From an optimization exercise on the open Yosys and OpenROAD flow, aimed at small area and a short achievable clock period; shortcuts taken in it are not production practice. Only simulation tests tie the RTL to the original design; equivalence was not proved.

Setup of run a:
==> flow/design.v <==
module usim_dispatch (
    input  wire         clk,
    input  wire         rst_n,
    input  wire         cfg_we,
    input  wire [2:0]   cfg_idx,
    input  wire [16:0]  cfg_base,
    input  wire [16:0]  cfg_size,
    input  wire [3:0]   cfg_count,
    input  wire         build_start,
    output reg  [1:0]   phase,
    output reg  [1:0]   fault_code,
    output reg  [2:0]   fault_i,
    output reg  [2:0]   fault_j,
    input  wire         c_req,
    input  wire         c_we,
    input  wire [15:0]  c_addr,
    input  wire [7:0]   c_wdata,
    output reg          c_ack,
    output reg  [7:0]   c_rdata,
    output reg          m_req,
    output wire         m_we,
    output wire [15:0]  m_addr,
    output wire [7:0]   m_wdata,
    input  wire         m_ack,
    input  wire [7:0]   m_rdata,
    output reg  [7:0]   d_req,
    output wire         d_we,
    output reg  [127:0] d_off,
    output wire [7:0]   d_wdata,
    input  wire [7:0]   d_ack,
    input  wire [63:0]  d_rdata
);
    localparam NB = 8;
    localparam PH_EMPTY    = 2'd0;
    localparam PH_BUILDING = 2'd1;
    localparam PH_RUNNING  = 2'd2;
    localparam PH_DEFECT   = 2'd3;
    localparam F_RANGE   = 2'd1;
    localparam F_OVERLAP = 2'd2;
    localparam F_ZERO    = 2'd3;
    reg [16*NB-1:0] nbase_f;       
    reg [16*NB-1:0] last_f;        
    reg [3:0]  n_r;
    reg [3:0]  c;           
    reg        bvalid;      
    reg        qsel;        
    integer i;
    wire idle    = phase[0] == phase[1];       
    wire bld     = phase == PH_BUILDING;
    wire running = phase == PH_RUNNING;
    wire [17:0] w_s    = {1'b1, ~(cfg_base ^ cfg_size)};
    wire [17:0] w_c    = {cfg_base | cfg_size, 1'b0};
    wire [17:0] w_last = w_s + w_c;
    wire        w_zero = cfg_size == 17'd0;
    wire        w_rng  = cfg_base[16] | w_last[17] | w_last[16];
    wire        w_bad  = w_zero | w_rng;
    wire [15:0] w_nb   = {~cfg_base[15:1] & {15{~w_bad}}, ~w_zero & (w_rng | ~cfg_base[0])};
    wire [15:0] w_l    = w_last[15:0] & {16{~w_bad}};
    always @(posedge clk)
        for (i = 0; i < NB; i = i + 1)
            if (rst_n && idle && cfg_we && cfg_idx == i) begin
                nbase_f[16*i +: 16] <= w_nb;
                last_f[16*i +: 16]  <= w_l;
            end
    function automatic [1:0] cout16(input [15:0] a, input [15:0] b);
        reg [15:0] g, p;
        integer s, k;
        begin
            g = a & b;
            p = a | b;
            for (s = 1; s < 16; s = s * 2)
                for (k = 0; k + s < 16; k = k + 2 * s) begin
                    g[k] = g[k + s] | (p[k + s] & g[k]);
                    p[k] = p[k + s] & p[k];
                end
            cout16 = {g[0], g[0] | p[0]};
        end
    endfunction
    reg  [3:0]  c_nxt;
    reg  [15:0] qx_nxt, qx;
    always @* begin
        qx_nxt = 16'd0;
        for (i = 0; i < NB; i = i + 1)
            if (c_nxt[2:0] == i)
                qx_nxt = ~nbase_f[16*i +: 16];
    end
    always @(posedge clk)
        qx <= qx_nxt;
    wire [15:0] x  = qsel ? qx : c_addr;
    reg [NB-1:0] ge, gt, le, en, hq;
    reg [1:0]    r;
    always @* begin
        for (i = 0; i < NB; i = i + 1) begin
            r      = cout16(x, nbase_f[16*i +: 16]);
            gt[i]  = r[1];
            ge[i]  = r[0];
            r      = cout16(last_f[16*i +: 16], ~x);
            le[i]  = r[0];
            en[i]  = n_r[3] | (i < n_r[2:0]);
            hq[i]  = ge[i] & le[i];
            d_off[i*16 +: 16] = x - ~nbase_f[16*i +: 16];
        end
    end
    always @* begin
        c_nxt = c;
        if (idle)
            c_nxt = 4'd0;
        else if (bld && c != n_r)
            c_nxt = c + 4'd1;        
    end
    reg [NB-1:0] below;
    always @*
        for (i = 0; i < NB; i = i + 1)
            below[i] = hq[i] & en[i] & (gt[i] | (i < c));
    wire       c_bad   = ~hq[c[2:0]];
    wire       c_cand  = |below;
    wire [2:0] c_a     = {|below[7:4], |{below[7:6], below[3:2]},
                          |{below[7], below[5], below[3], below[1]}};
    always @(posedge clk)
        c <= c_nxt;
    always @(posedge clk) begin
        if (!rst_n) begin
            phase <= PH_EMPTY;
            qsel  <= 1'b0;
        end else if (idle) begin
            if (build_start) begin
                qsel   <= 1'b1;
                n_r    <= cfg_count;
                bvalid <= 1'b0;
                phase  <= PH_BUILDING;
            end
        end else if (bld) begin
            if (c == n_r) begin
                qsel <= 1'b0;
                if (bvalid) begin
                    phase      <= PH_DEFECT;
                    fault_code <= F_OVERLAP;
                end else begin
                    phase      <= PH_RUNNING;
                end
            end else if (c_bad) begin
                qsel       <= 1'b0;
                phase      <= PH_DEFECT;
                fault_code <= qx[0] ? F_ZERO : F_RANGE;
                fault_i    <= c[2:0];
            end else begin
                if (c_cand && !(bvalid && ge[fault_j])) begin
                    bvalid  <= 1'b1;
                    fault_j <= c[2:0];
                    fault_i <= c_a;
                end
            end
        end
    end
    wire [NB-1:0] hit   = hq & en;
    wire          found = |hit;
    wire          go    = running & c_req;
    always @* begin
        d_req   = hit & {NB{go}};
        m_req   = go & ~found;
        c_ack   = go & (|(hit & d_ack) | (~found & m_ack));
        c_rdata = m_rdata & {8{~found}};
        for (i = 0; i < NB; i = i + 1)
            c_rdata = c_rdata | (d_rdata[i*8 +: 8] & {8{hit[i]}});
    end
    assign m_we    = c_we;
    assign m_addr  = c_addr;
    assign m_wdata = c_wdata;
    assign d_we    = c_we;
    assign d_wdata = c_wdata;
endmodule
Settings: LEC_CHECK=0, CAP_MARGIN=20, CORE_MARGIN=2, CORE_UTILIZATION=60, CTS_BUF_LIST=sky130_fd_sc_hd__clkbuf_4 sky130_fd_sc_hd__clkbuf_8, SETUP_SLACK_MARGIN=3.5, SLEW_MARGIN=20; clock period 12.0 ns.
standard.sh (not shown) runs the stock make flow with config.mk's settings and CLKGATE_MAP_FILE= SYNTH_SCRIPT=/design/flow/synth_recipe.tcl, a recipe that flattens the netlist after the stock synthesis.
==> flow/flow/run.sh <==
#!/bin/bash
# Layout: the standard flow (standard.sh), with
#  - ABC mapping with flow/abc_map.script (area-oriented, timing left to the repair steps) instead of ORFS's,
#  - ABC left to map the adders itself (no half/full-adder cells),
#  - small fast port buffers (buf_1) instead of clkdlybuf4s50_1.
# Everything else, the registers included, is the standard synthesis and flow.
set -euo pipefail
export MY_ABC_SCRIPT="$PWD/flow/abc_map.script"
bash standard.sh \
    "SYNTH_SCRIPT=$PWD/flow/synth.tcl" \
    "BUFFER_PORTS_ARGS=-buffer_cell sky130_fd_sc_hd__buf_1" \
    ADDER_MAP_FILE= \
    finish > standard_flow.log 2>&1
==> flow/flow/abc_map.script <==
strash
&get -n
&st
&dch
&nf
&st
&syn2
&if -g -K 6
&synch2
&nf
&put
strash
dc2
map -a
topo
stime -p
==> flow/flow/synth.tcl <==
# The standard flow's synthesis script (synth_recipe.tcl), with ORFS's ABC script replaced
# by flow/abc_map.script (area-oriented mapping).
proc synth {args} { yosys synth -nofsm -noshare {*}$args }
proc fix_abc_script {n1 n2 op} { set ::abc_script $::env(MY_ABC_SCRIPT) }
trace add variable ::abc_script write fix_abc_script
source $::env(SCRIPTS_DIR)/synth.tcl
# left out here: clear keep_hierarchy, flatten, clean up, hide names made inside functions, write 1_2_yosys.v
Inputs modified between run a and run b:
-- flow/design.v --
<<< run a, line 42
    reg [16*NB-1:0] last_f;        
    reg [3:0]  n_r;
    reg [3:0]  c;           
    reg        bvalid;      
    reg        qsel;        
>>> run b, line 42
    reg [16*NB-1:0] last_f;        
    reg [3:0]  n_r;
    reg [NB-1:0] oh;        
    reg        bvalid;      
    reg        qsel;        
<<< run a, line 55
    wire        w_rng  = cfg_base[16] | w_last[17] | w_last[16];
    wire        w_bad  = w_zero | w_rng;
    wire [15:0] w_nb   = {~cfg_base[15:1] & {15{~w_bad}}, ~w_zero & (w_rng | ~cfg_base[0])};
    wire [15:0] w_l    = w_last[15:0] & {16{~w_bad}};
    always @(posedge clk)
        for (i = 0; i < NB; i = i + 1)
>>> run b, line 55
    wire        w_rng  = cfg_base[16] | w_last[17] | w_last[16];
    wire        w_bad  = w_zero | w_rng;
    wire [15:0] w_nb   = {~(cfg_base[15] | w_bad), w_bad ? ~w_zero : ~cfg_base[14], ~cfg_base[13:0]};
    wire [15:0] w_l    = {w_last[15] & ~w_bad, w_last[14:0]};
    always @(posedge clk)
        for (i = 0; i < NB; i = i + 1)
<<< run a, line 77
        end
    endfunction
    reg  [3:0]  c_nxt;
    reg  [15:0] qx_nxt, qx;
    always @* begin
        qx_nxt = 16'd0;
        for (i = 0; i < NB; i = i + 1)
            if (c_nxt[2:0] == i)
                qx_nxt = ~nbase_f[16*i +: 16];
    end
    always @(posedge clk)
        qx <= qx_nxt;
    wire [15:0] x  = qsel ? qx : c_addr;
    reg [NB-1:0] ge, gt, le, en, hq;
>>> run b, line 77
        end
    endfunction
    reg [15:0] qx;
    always @* begin
        qx = 16'd0;
        for (i = 0; i < NB; i = i + 1)
            qx = qx | (~nbase_f[16*i +: 16] & {16{oh[i]}});
    end
    wire [15:0] x  = qsel ? qx : c_addr;
    reg [NB-1:0] ge, gt, le, en, hq;
<<< run a, line 102
        end
    end
    always @* begin
        c_nxt = c;
        if (idle)
            c_nxt = 4'd0;
        else if (bld && c != n_r)
            c_nxt = c + 4'd1;        
    end
    reg [NB-1:0] below;
    always @*
        for (i = 0; i < NB; i = i + 1)
            below[i] = hq[i] & en[i] & (gt[i] | (i < c));
    wire       c_bad   = ~hq[c[2:0]];
    wire       c_cand  = |below;
    wire [2:0] c_a     = {|below[7:4], |{below[7:6], below[3:2]},
                          |{below[7], below[5], below[3], below[1]}};
    always @(posedge clk)
        c <= c_nxt;
    always @(posedge clk) begin
        if (!rst_n) begin
>>> run b, line 98
        end
    end
    wire       c_done  = ~|(oh & en);            
    wire       c_bad   = ~|(oh & hq);            
    wire [2:0] c_idx   = {|oh[7:4], |{oh[7:6], oh[3:2]}, |{oh[7], oh[5], oh[3], oh[1]}};
    reg [NB-1:0] below;
    always @*
        for (i = 0; i < NB; i = i + 1)
            below[i] = hq[i] & en[i] & (gt[i] | (|(oh >> (i + 1))));
    wire       c_cand  = |below;
    wire [2:0] c_a     = {|below[7:4], |{below[7:6], below[3:2]},
                          |{below[7], below[5], below[3], below[1]}};
    always @(posedge clk)
        if (idle)
            oh <= {{NB-1{1'b0}}, 1'b1};
        else if (bld && !c_done)
            oh <= oh << 1;
    always @(posedge clk) begin
        if (!rst_n) begin
<<< run a, line 131
            end
        end else if (bld) begin
            if (c == n_r) begin
                qsel <= 1'b0;
                if (bvalid) begin
>>> run b, line 125
            end
        end else if (bld) begin
            if (c_done) begin
                qsel <= 1'b0;
                if (bvalid) begin
<<< run a, line 142
                qsel       <= 1'b0;
                phase      <= PH_DEFECT;
                fault_code <= qx[0] ? F_ZERO : F_RANGE;
                fault_i    <= c[2:0];
            end else begin
                if (c_cand && !(bvalid && ge[fault_j])) begin
                    bvalid  <= 1'b1;
                    fault_j <= c[2:0];
                    fault_i <= c_a;
                end
>>> run b, line 136
                qsel       <= 1'b0;
                phase      <= PH_DEFECT;
                fault_code <= qx[14] ? F_ZERO : F_RANGE;
                fault_i    <= c_idx;
            end else begin
                if (c_cand && !(bvalid && ge[fault_j])) begin
                    bvalid  <= 1'b1;
                    fault_j <= c_idx;
                    fault_i <= c_a;
                end
--- outcome ---
Run b reached the final stage; the timing, design-rule and antenna checks on its layout passed. Compared with run a, run b shows share of cells above drive strength 1 higher by 1.5 points. Overall global routing resource usage came out higher on run b than on run a. Against run a, wire length of the first global-routing pass in run b fell by a few percent. Run b ends up with a cell count of the worst hold path that is 1 higher than in run a. On wire length after detailed routing, run b tracks run a almost exactly.

re-timing with driven ports:
The results above use ideal ports. As a check the final layouts listed here were re-extracted and re-timed, cells and wires unchanged.
Step 1 assumes that a clkbuf_16 drives the clock port and a buf_2 every other input.
Step 2, shift: input delay + t, output delay - t, t = (earliest + latest rising clock arrival at the registers) / 2. This alone moves slack from input paths to output paths.
Slacks: ideal ports / drivers / drivers and shift; pairs: ideal ports / drivers.
run	t (ns)	slack for setup (ns)	hold WS [ns]	clock arrival spread, ns	worst slew at a driven data input, ns
run a	0.630	3.685 / 3.663 / 3.663	0.499 / 0.499 / 0.499	0.027 / 0.028	0.12
run b	0.623	3.537 / 3.514 / 3.514	0.562 / 0.562 / 0.562	0.035 / 0.035	0.14
After both steps every run listed still meets setup and hold. The setup slack of run b, which loses most, moves by -0.023 ns with the drivers and by -0.023 ns with both steps.
